Source: an optimization exercise on an open RTL-to-GDS flow (aim: small area). Production flows keep margins and buffers that such runs may drop.
In this exercise RTL edits were held to simulation tests only and were not proved equivalent to the original.
The flow treats the clock pin as an ideal source, which a real chip does not have.
No activity file was given, so power comes from the tool's default toggle rates.

v20:
## pyro_stream_ingest
module pyro_stream_ingest (
    input  wire         clk,
    input  wire         rst,           
    input  wire         in_valid,      
    input  wire [7:0]   in_byte,
    input  wire [31:0]  now,           
    output reg          ev_valid,      
    output wire [2:0]   ev_code,       
    output reg  [87:0]  rec_0001,      
    output reg  [7:0]   rec_0002,      
    output reg  [103:0] rec_0201,      
    output reg  [7:0]   last_seq,      
    output reg          online         
);
For scale: roughly 1100 cells after synthesis.
Settings: LEC_CHECK=0, CAP_MARGIN=20, CORE_MARGIN=2, CORE_UTILIZATION=65, PLACE_DENSITY=0.8, SLEW_MARGIN=20, SYNTH_HIERARCHICAL=1; clock period 10.0 ns.
standard.sh (not shown) runs the stock make flow with config.mk's settings and CLKGATE_MAP_FILE= SYNTH_SCRIPT=/design/flow/synth_recipe.tcl, a recipe that flattens the netlist after the stock synthesis.
==> flow/flow/run.sh <==
#!/bin/bash
# Own layout flow: the standard flow (standard.sh, all ORFS steps unchanged),
# with the port buffers made of the smallest buffer cell and a clock tree of
# smaller buffers without dummy loads. Each make step logs to orfs/logs/...;
# the whole run's output goes to standard.log in this folder.
set -euo pipefail
export BUFFER_PORTS_ARGS="-buffer_cell sky130_fd_sc_hd__buf_1"
export CTS_ARGS="-sink_clustering_enable -repair_clock_nets -dont_use_dummy_load -buf_list sky130_fd_sc_hd__clkbuf_4 -sink_clustering_size 9 -sink_clustering_max_diameter 40"
bash standard.sh > standard.log 2>&1
v20 finished all stages; the layout is clean.
diff inputs: v20 => v49
==> flow/flow/run.sh <==
#!/bin/bash
# Own layout flow: the standard flow (standard.sh, ORFS steps), with
#  * synthesis run by flow/synth.tcl: the standard flow's synthesis script unchanged except
#    that ABC maps the logic with an area-oriented script (flow/area.abc);
#  * the port buffers made of the smallest buffer cell;
#  * a clock tree of small buffers without dummy loads;
#  * after CTS, gates off the critical paths downsized (power recovery) and
#    slew/capacitance repaired again (flow/post_cts.tcl).
# Synthesis logs to synth.log, the rest to standard.log, and each ORFS step to
# its own log under orfs/logs/.
set -euo pipefail
export BUFFER_PORTS_ARGS="-buffer_cell sky130_fd_sc_hd__buf_1"
export CTS_ARGS="-sink_clustering_enable -repair_clock_nets -dont_use_dummy_load -buf_list sky130_fd_sc_hd__clkbuf_4 -sink_clustering_size 9 -sink_clustering_max_diameter 40"
export POST_CTS_TCL="$PWD/flow/post_cts.tcl"
export MY_ABC="$PWD/flow/area.abc"
# standard.sh's make command, with this flow's synthesis script, for the synth target only.
sed -e "s#SYNTH_SCRIPT=[^ ]*#SYNTH_SCRIPT=$PWD/flow/synth.tcl#" -e 's#"${@:-finish}"#synth#' standard.sh > synth.sh
bash synth.sh > synth.log 2>&1
bash standard.sh > standard.log 2>&1
==> flow/flow/area.abc (new file) <==
&get -n
&st
&dch
&nf -a
&put
==> flow/flow/post_cts.tcl (new file) <==
# After CTS: downsize gates off the critical paths (repair_timing's power
# recovery, which also cuts area), then repair slew and capacitance again and
# legalise the placement.
repair_timing -recover_power 100 -verbose
repair_design -cap_margin 20 -slew_margin 20 -verbose
detailed_placement
check_placement -verbose
==> flow/flow/synth.tcl (new file) <==
# The standard synthesis script (synth_recipe.tcl), with one change: ABC maps
# the logic with the ABC script in $MY_ABC (flow/area.abc, area-oriented) instead of ORFS's
# speed script (-script, -constr and -D of ORFS's abc call are replaced).
# Registers are mapped by dfflibmap before ABC runs, so they are unchanged.
proc synth {args} { yosys synth -nofsm -noshare {*}$args }
proc abc {args} {
  set keep {}
  set skip 0
  foreach a $args {
    if { $skip } { set skip 0; continue }
    if { $a eq "-script" || $a eq "-constr" || $a eq "-D" } { set skip 1; continue }
    lappend keep $a
  }
  if {[info exists ::env(MY_ABC)] && $::env(MY_ABC) ne ""} { lappend keep -script $::env(MY_ABC) }
  yosys abc {*}$keep
}
source $::env(SCRIPTS_DIR)/synth.tcl
# left out here: clear keep_hierarchy, flatten, clean up, hide names made inside functions, write 1_2_yosys.v
### Flow results
- v49 went all the way through synthesis, placement and routing and the layout is clean on timing, DRC and antenna.
- [v49 vs v20] worst setup slack: lower in v49
- v49 vs. v20: synthesized-area fraction occupied by xor and xnor cells picked up an extra 0.62 points, final design instance area without fill lost 0.46%, global-route wire length before repair lost 2.5%, depth of the critical timing path with buffers and inverters included picked up an extra 2, non-clock buffer count picked up an extra 3.
- The synthesized net count number comes out higher for v20 vs v49.
- Relative area change from synthesis to final layout: v49 vs v20 up 8.0 points
- Compared with v20, v49 shows a sequential portion of the cell area that is 0.24 points higher.
- In v49 relative to v20, total power had gone up slightly.
- met2 track demand over resource ends up lower on v20.
Here is what was changed in the inputs of v52 compared with v49.
- CORE_UTILIZATION now 80, was 65
- PLACE_DENSITY now 0.9, was 0.8
==> flow/flow/run.sh <==
#!/bin/bash
# Own layout flow: the standard flow (standard.sh, all ORFS steps unchanged),
# with the port buffers made of the smallest buffer cell and a clock tree of
# smaller buffers without dummy loads. Each make step logs to orfs/logs/...;
# the whole run's output goes to standard.log in this folder.
set -euo pipefail
export BUFFER_PORTS_ARGS="-buffer_cell sky130_fd_sc_hd__buf_1"
export CTS_ARGS="-sink_clustering_enable -repair_clock_nets -dont_use_dummy_load -buf_list sky130_fd_sc_hd__clkbuf_4 -sink_clustering_size 9 -sink_clustering_max_diameter 40"
export POST_CTS_TCL="$PWD/flow/post_cts.tcl"
bash standard.sh > standard.log 2>&1
removed: flow/flow/area.abc
removed: flow/flow/synth.tcl
Results
v52 vs. v49: number of placed instances with taps included went down by 14.
| met2 track utilization from global routing | higher: v52 |
The setup slack of v52 is larger than that of v49.
Part of the total power dissipated in the clock network, v49 and v52, lower one = v52.
Of v49 and v52, v52 shows the higher via count, with v49 below it.
The higher met3 layer wire length in the routed design of v49 and v52 is in v52.
Per-cell routed wire length: v52 vs v49 up about 3%
The following lists how v6 was set up differently from v52:
- swapping 80 for 85 in CORE_UTILIZATION
- swapping 0.9 for 0.92 in PLACE_DENSITY
Notes after the runs:
- In summary, v6 completed successfully, with a layout that passed the timing, design-rule and antenna checks.
- v6: area overhead of the layout relative to synthesis is 0.18 points higher than what v52 reported.
- Worst setup slack after placement in v6 vs v52: down 0.10 ns
- Status: fraction of layout instances using a drive strength above 1 parity (v6, v52)
- v6 vs v52: data arrival time of the critical path down
- [compare] base=v52 new=v6: clock network fraction of total power up 0.4 points, global-route wire length before repair up about 13%, cell depth of the worst hold path flat, non-clock buffer count up 2.
- Summary: final critical-path required period, v6 better than v52
- On post-route clock period utilization, the lower figure sits with v6, not v52.
- Note that the total wire length after detailed routing recorded for v52 amounts to 0.884 times the value seen in v6.

* * *

Starting RTL as in the previous note.
export LEC_CHECK = 0
export CAP_MARGIN = 20
export CORE_MARGIN = 2
export CORE_UTILIZATION = 80
export PLACE_DENSITY = 0.9
export SLEW_MARGIN = 20
export SYNTH_HIERARCHICAL = 1
create_clock -name core_clock -period 10.0 [get_ports {clk}]
==> flow/flow/run.sh <==
#!/bin/bash
# Own layout flow: the standard flow (standard.sh, all ORFS steps unchanged),
# with the port buffers made of the smallest buffer cell and a clock tree of
# smaller buffers without dummy loads. Each make step logs to orfs/logs/...;
# the whole run's output goes to standard.log in this folder.
set -euo pipefail
export BUFFER_PORTS_ARGS="-buffer_cell sky130_fd_sc_hd__buf_1"
export CTS_ARGS="-sink_clustering_enable -repair_clock_nets -dont_use_dummy_load -buf_list sky130_fd_sc_hd__clkbuf_4 -sink_clustering_size 11 -sink_clustering_max_diameter 40"
export POST_CTS_TCL="$PWD/flow/post_cts.tcl"
bash standard.sh > standard.log 2>&1
==> flow/flow/post_cts.tcl <==
# After CTS: downsize gates off the critical paths (repair_timing's power
# recovery, which also cuts area), then repair slew and capacitance again and
# legalise the placement.
repair_timing -recover_power 100 -verbose
repair_design -cap_margin 20 -slew_margin 20 -verbose
detailed_placement
check_placement -verbose
Edit:
--- a/flow/flow/run.sh
+++ b/flow/flow/run.sh
@@ -7,3 +7,3 @@
 export BUFFER_PORTS_ARGS="-buffer_cell sky130_fd_sc_hd__buf_1"
-export CTS_ARGS="-sink_clustering_enable -repair_clock_nets -dont_use_dummy_load -buf_list sky130_fd_sc_hd__clkbuf_4 -sink_clustering_size 11 -sink_clustering_max_diameter 40"
+export CTS_ARGS="-sink_clustering_enable -repair_clock_nets -dont_use_dummy_load -buf_list sky130_fd_sc_hd__clkbuf_4 -sink_clustering_size 9 -sink_clustering_max_diameter 40"
 export POST_CTS_TCL="$PWD/flow/post_cts.tcl"
CORE_UTILIZATION = 90   (was 80)
PLACE_DENSITY = 0.95   (was 0.9)
After rerunning: This time the run did not get past 3_1_place_gp_skip_io. Area after synthesis stays the same. Synthesized cell count stays the same.

## re-timing with driven ports
Ports are ideal in the flow. The routed layouts listed here were re-timed in OpenROAD.
Step 1 sets driving cells, clkbuf_16 on the clock port and buf_2 on the other inputs (assumed; they add their load-dependent delay and slew).
Step 2 times the ports against the registers' clock, not the clock port: input delays grow and output delays shrink by t, the midpoint of the rising clock arrivals with the driver on.
a / b / c = ideal ports / drivers / drivers and shift; a / b = the first two.
| run | shift t [ns] | setup slack, ns | hold slack, ns | slew at the worst register clock pin (ns) |
|---|---|---|---|---|
| v20 | 0.692 | 4.889 / 4.911 / 4.219 | 0.459 / 0.459 / 0.459 | 0.10 / 0.10 |
| v49 | 0.667 | 3.585 / 3.603 / 2.935 | 0.456 / 0.456 / 0.456 | 0.10 / 0.10 |
| v52 | 0.682 | 3.642 / 3.655 / 2.973 | 0.474 / 0.474 / 0.474 | 0.11 / 0.11 |
| v6 | 0.679 | 3.828 / 3.847 / 3.168 | 0.471 / 0.471 / 0.471 | 0.12 / 0.12 |
| the first run of note 2 | 0.672 | 3.709 / 3.727 / 3.054 | 0.440 / 0.440 / 0.440 | 0.12 / 0.12 |
After both steps every run listed still meets setup and hold. The setup slack of v20, which loses most, moves by +0.022 ns with the drivers and by -0.670 ns with both steps.
